What follows belongs to an exercise in optimizing a design on an open flow for small area, a short achievable clock period and few clock cycles per item; a production flow would make more cautious choices.
Function was checked by simulation only, so behaviour that the tests miss may differ from the original.
Power figures rest on the tool's default switching activity, not on a simulated workload.

Design qb3_core, start of the top module:
module qb3_core (
    input  wire        clk,
    input  wire        rst,
    input  wire        req_valid,
    output reg         req_ready,
    input  wire [31:0] req_word,
    output reg         rsp_valid,
    input  wire        rsp_ready,
    output reg  [31:0] rsp_word0,
    output reg  [31:0] rsp_word1
);
    wire [1:0]  bwc;
    qb3_bwchk u_bwchk (.req(req_word), .bwc(bwc));
    wire [26:0] req_c = {req_word[31:28] & {4{~|req_word[18:17]}},
                         req_word[27:24], bwc, req_word[16:0]};
    reg  [26:0] in_q;        
    reg         in_v;
    reg  [26:0] sk_q;        
    reg         sk_v;
    wire [31:0] next_word0, next_word1;
    qb3_respond u_respond (
        .req   ({in_q[26:19], 5'd0, 2'b00, in_q[16:0]}),
        .bwc   (in_q[18:17]),
        .word0 (next_word0),
        .word1 (next_word1)
    );
    wire out_free = !rsp_valid || rsp_ready;      
    wire in_free  = !in_v || out_free;            
    wire take     = req_valid && req_ready;
    always @(posedge clk) begin
        if (in_free)
            in_q <= sk_v ? sk_q : req_c;
        if (!sk_v)
            sk_q <= req_c;
        if (out_free) begin
            rsp_word0 <= next_word0;
            rsp_word1 <= next_word1;
        end
    end
  ...
Settings: LEC_CHECK=0, ABC_AREA=1, CAP_MARGIN=20, CORE_MARGIN=2, CORE_UTILIZATION=45, GPL_TIMING_DRIVEN=1, PLACE_DENSITY=0.65, SLEW_MARGIN=20; clock period 11.0 ns.
standard.sh (not shown) runs the stock make flow with config.mk's settings and CLKGATE_MAP_FILE= SYNTH_SCRIPT=/design/flow/synth_recipe.tcl, a recipe that flattens the netlist after the stock synthesis.
==> flow/flow/run.sh <==
#!/bin/bash
# Layout flow: the standard flow, unchanged synthesis, then the
# standard ORFS steps with port buffers of a plain buffer cell and a
# setup target tighter than the clock, so repair_timing works on the
# critical paths. Each step's output goes to its own log here.
set -euo pipefail
MARGIN=${MARGIN:-7.6}
bash standard.sh synth > synth.log 2>&1
bash standard.sh \
    "BUFFER_PORTS_ARGS=-buffer_cell sky130_fd_sc_hd__buf_2" \
    "SETUP_SLACK_MARGIN=$MARGIN" \
    "MATCH_CELL_FOOTPRINT=0" \
    finish > layout.log 2>&1
Testbench counts at the start, summed over its fixed seeds: cycles 32,016, items 32,000.
==> next run, changes <==
- CORE_UTILIZATION: 45 -> 55
- PLACE_DENSITY: 0.65 -> 0.75
Setup slack loses 0.072 ns.
Hold slack is about the same.
Die area fell by 18%.
Clock-buffer cell count does not change.
Clock power rose by about 3%.
==> next run, changes <==
--- a/flow/flow/run.sh
+++ b/flow/flow/run.sh
@@ -5,5 +5,5 @@
 # critical paths. Each step's output goes to its own log here.
 set -euo pipefail
-MARGIN=${MARGIN:-7.6}
+MARGIN=${MARGIN:-7.75}
 bash standard.sh synth > synth.log 2>&1
 bash standard.sh \
- CORE_UTILIZATION: 55 -> 45
- PLACE_DENSITY: 0.75 -> 0.65
Non-clock buffer count is higher by 34.
Routed wire length goes up by a few percent.
Flip-flop and latch count does not change.
Area after synthesis stays the same.
Hold slack gains 0.0047 ns.
Sequential power hardly moves.
Setup slack improves by 0.14 ns.
First-iteration DRC count falls by roughly a tenth.
Global-route usage came out lower by 6.1 points.
Clock skew is about the same.
==> next run, changes <==
- TNS_END_PERCENT: not set -> 0
Effect: Routed wire length came out higher by 2.0%. Setup slack is worse by 0.13 ns. Clock power goes up by about 1%. Cell area drops by 3.4%.
==> next run, changes <==
--- a/flow/flow/run.sh
+++ b/flow/flow/run.sh
@@ -5,5 +5,5 @@
 # critical paths. Each step's output goes to its own log here.
 set -euo pipefail
-MARGIN=${MARGIN:-7.75}
+MARGIN=${MARGIN:-7.6}
 bash standard.sh synth > synth.log 2>&1
 bash standard.sh \
- CORE_UTILIZATION: 45 -> 30
- GPL_TIMING_DRIVEN: 1 -> not set
- PLACE_DENSITY: 0.65 -> 0.5
- TNS_END_PERCENT: 0 -> not set
Global-route usage drops by 9.0 points.
Routed wire length rose by 4.7%.
Cell area climbs by 1.1%.
Setup slack hardly moves.
Register-to-register slack stays flat.
Worst hold slack degrades by 0.014 ns.
Count of clock-buffer cells in the layout came out higher by 2.
Final cell count increases by 6.7%.
Synthesized area is unchanged.
Via count shrinks by 3.3%.


## lagoon
qb3_core again, from the RTL that the note above started with.
==> flow/config.mk <==
export PLATFORM = sky130hd
export DESIGN_NAME = qb3_core
export DESIGN_NICKNAME = qb3_core
export VERILOG_FILES = /design/flow/design.v
export SDC_FILE = /design/flow/constraint.sdc
export NUM_CORES = 4
export LEC_CHECK = 0
export ABC_AREA = 1
export CAP_MARGIN = 20
export CORE_MARGIN = 2
export CORE_UTILIZATION = 45
export CTS_BUF_LIST = sky130_fd_sc_hd__clkbuf_8 sky130_fd_sc_hd__clkbuf_16
export GPL_TIMING_DRIVEN = 1
export PLACE_DENSITY = 0.65
export SLEW_MARGIN = 20
==> flow/constraint.sdc <==
create_clock -name core_clock -period 11.0 [get_ports {clk}]
set_input_delay 2.2000 -clock core_clock [delete_from_list [all_inputs] [get_ports {clk}]]
set_output_delay 2.2000 -clock core_clock [all_outputs]
set_load 0.01 [all_outputs]
==> flow/flow/run.sh <==
#!/bin/bash
# Layout flow: the standard flow, unchanged synthesis, then the
# standard ORFS steps with port buffers of a plain buffer cell and a
# setup target tighter than the clock, so repair_timing works on the
# critical paths. Each step's output goes to its own log here.
set -euo pipefail
MARGIN=${MARGIN:-7.6}
bash standard.sh synth > synth.log 2>&1
bash standard.sh \
    "BUFFER_PORTS_ARGS=-buffer_cell sky130_fd_sc_hd__buf_2" \
    "SETUP_SLACK_MARGIN=$MARGIN" \
    "MATCH_CELL_FOOTPRINT=0" \
    finish > layout.log 2>&1
Testbench counts of lagoon, summed over its fixed seeds: cycles 32,016, items 32,000.
#### Input delta (indigo over lagoon)
# lagoon
export LEC_CHECK = 0
export ABC_AREA = 1
export CAP_MARGIN = 20
export CORE_MARGIN = 2
export CORE_UTILIZATION = 45
export CTS_BUF_LIST = sky130_fd_sc_hd__clkbuf_8 sky130_fd_sc_hd__clkbuf_16
export GPL_TIMING_DRIVEN = 1
export PLACE_DENSITY = 0.65
export SLEW_MARGIN = 20
create_clock -name core_clock -period 11.0 [get_ports {clk}]
# indigo
export LEC_CHECK = 0
export ABC_AREA = 1
export CAP_MARGIN = 20
export CORE_MARGIN = 2
export CORE_UTILIZATION = 45
export GPL_TIMING_DRIVEN = 1
export PLACE_DENSITY = 0.65
export SLEW_MARGIN = 65
create_clock -name core_clock -period 11.0 [get_ports {clk}]
Results
Compared with lagoon, indigo shows a setup slack after layout that is 0.011 ns higher.
lagoon -> indigo: ratio of final minimum period to clock period flat
Number of ordinary inverters in the final layout on indigo is down relative to lagoon.
lagoon → indigo: total leakage power essentially unchanged; power after layout now smaller; relative contribution of sequential cells to total power stayed essentially flat.
Design area of lagoon is on par with indigo.
Summary of indigo over lagoon: buffer count excluding the clock tree in the final layout went down by about 0.8%, layout filler cell count moved down, multi-input gate share of total cell area held.
Here is what was changed in the inputs of tundra compared with indigo.
diff --git a/flow/flow/run.sh b/flow/flow/run.sh
--- a/flow/flow/run.sh
+++ b/flow/flow/run.sh
@@ -7 +7 @@
-MARGIN=${MARGIN:-7.6}
+MARGIN=${MARGIN:-7.7}
Notes after the runs:
- In the tables for tundra and indigo, ratio of final minimum period to clock period reads lower with tundra.
- Measured against each other, tundra and indigo differ in post-detailed-routing wire length, the higher figure coming from tundra.
- Clock network power share, tundra and indigo: larger value in tundra
- Total routing resource utilization after global routing (tundra over indigo): decrease, 0.45 points
- Of tundra and indigo, it is tundra that has the higher final area.
Setup changes, tundra to fjord
# tundra
export LEC_CHECK = 0
export ABC_AREA = 1
export CAP_MARGIN = 20
export CORE_MARGIN = 2
export CORE_UTILIZATION = 45
export GPL_TIMING_DRIVEN = 1
export PLACE_DENSITY = 0.65
export SLEW_MARGIN = 65
create_clock -name core_clock -period 11.0 [get_ports {clk}]
# fjord
export LEC_CHECK = 0
export ABC_AREA = 1
export CAP_MARGIN = 20
export CORE_MARGIN = 2
export CORE_UTILIZATION = 45
export GPL_TIMING_DRIVEN = 1
export PLACE_DENSITY = 0.65
export SLEW_MARGIN = 40
create_clock -name core_clock -period 11.0 [get_ports {clk}]
diff --git a/flow/flow/run.sh b/flow/flow/run.sh
--- a/flow/flow/run.sh
+++ b/flow/flow/run.sh
@@ -7 +7 @@
-MARGIN=${MARGIN:-7.7}
+MARGIN=${MARGIN:-7.6}
### Flow results
fjord: PASS, flow complete, no timing, DRC or antenna violations. fjord vs tundra: minimum clock period up in fjord. On part of the total power dissipated in the clock network, tundra and fjord are neck and neck. Diff tundra -> fjord: wire length shows a reduction of 0.33%; sequential share of layout area saw an increase; peak per-stage delay on the critical path +0.30 ns; number of violations reported at the end of detailed-routing iteration 0 moved down; least setup slack across all paths after layout decreased by 0.033 ns relative to the old numbers. Fraction of final layout cells with drive strength greater than 1 delta for fjord relative to tundra: 3.0 points lower. Compared fjord vs tundra, and number of cells on the critical path is down in fjord.
> inputs changed (fjord -> sierra)
# fjord
export LEC_CHECK = 0
export ABC_AREA = 1
export CAP_MARGIN = 20
export CORE_MARGIN = 2
export CORE_UTILIZATION = 45
export GPL_TIMING_DRIVEN = 1
export PLACE_DENSITY = 0.65
export SLEW_MARGIN = 40
create_clock -name core_clock -period 11.0 [get_ports {clk}]
# sierra
export LEC_CHECK = 0
export ABC_AREA = 1
export CAP_MARGIN = 20
export CORE_MARGIN = 2
export CORE_UTILIZATION = 45
export CTS_BUF_LIST = sky130_fd_sc_hd__clkbuf_8
export PLACE_DENSITY = 0.65
export SLEW_MARGIN = 20
create_clock -name core_clock -period 11.0 [get_ports {clk}]
Notes after the runs:
Changes observed in sierra relative to fjord: count of cell instances traversed by the critical path +11; global routing usage summed across all routing layers +0.20 points; total length of routed wires +about 0.5%; cell area after layout -1.6%; final total power -8.1%. Min share of the cycle needed by the critical path after routing across sierra and fjord: fjord. Maximum clock rate delta (sierra − fjord): unfavourable.
Here is what was changed in the inputs of ember compared with sierra.
# sierra
export LEC_CHECK = 0
export ABC_AREA = 1
export CAP_MARGIN = 20
export CORE_MARGIN = 2
export CORE_UTILIZATION = 45
export CTS_BUF_LIST = sky130_fd_sc_hd__clkbuf_8
export PLACE_DENSITY = 0.65
export SLEW_MARGIN = 20
create_clock -name core_clock -period 11.0 [get_ports {clk}]
# ember
export LEC_CHECK = 0
export ABC_AREA = 1
export CAP_MARGIN = 40
export CORE_MARGIN = 2
export CORE_UTILIZATION = 45
export GPL_TIMING_DRIVEN = 1
export PLACE_DENSITY = 0.65
export SLEW_MARGIN = 40
create_clock -name core_clock -period 11.0 [get_ports {clk}]
## What came out
The via count of the first global-routing pass in ember sits 331 below the value recorded for sierra. ember vs sierra on final critical-path share of the clock period: ember is the lower one. Note that the total power recorded for ember amounts to 1.09 times the value seen in sierra.

[separate check: timing with driven ports]
Ports are ideal in the flow. The routed layouts listed here were re-timed in OpenROAD.
Step 1, drivers: a clkbuf_16 drives clk and a buf_2 each remaining input, both assumed.
Step 2 also shifts input and output timing later by t, the mid clock arrival at the registers, as if the neighbouring blocks saw the same clock.
a / b / c = ideal / step 1 / step 2; a / b = the first two.
run	t, ns	slack for setup (ns)	slew at the worst register clock pin (ns)	worst slew at a driven data input, ns
the first run of note 1	0.404	7.687 / 7.665 / 7.307	0.08 / 0.08	0.04
the second run of note 1	0.400	7.615 / 7.615 / 7.344	0.08 / 0.08	0.03
the third run of note 1	0.414	7.758 / 7.712 / 7.391	0.09 / 0.09	0.06
the fourth run of note 1	0.406	7.630 / 7.630 / 7.286	0.09 / 0.09	0.04
the fifth run of note 1	0.399	7.630 / 7.630 / 7.290	0.08 / 0.08	0.03
lagoon	0.404	7.687 / 7.665 / 7.307	0.08 / 0.08	0.04
indigo	0.402	7.698 / 7.683 / 7.319	0.08 / 0.08	0.03
tundra	0.401	7.750 / 7.729 / 7.370	0.08 / 0.08	0.04
fjord	0.405	7.717 / 7.673 / 7.349	0.09 / 0.09	0.03
sierra	0.429	7.634 / 7.630 / 7.308	0.12 / 0.12	0.03
ember	0.405	7.717 / 7.673 / 7.349	0.09 / 0.09	0.03
After both steps setup and hold are still met in every run listed.
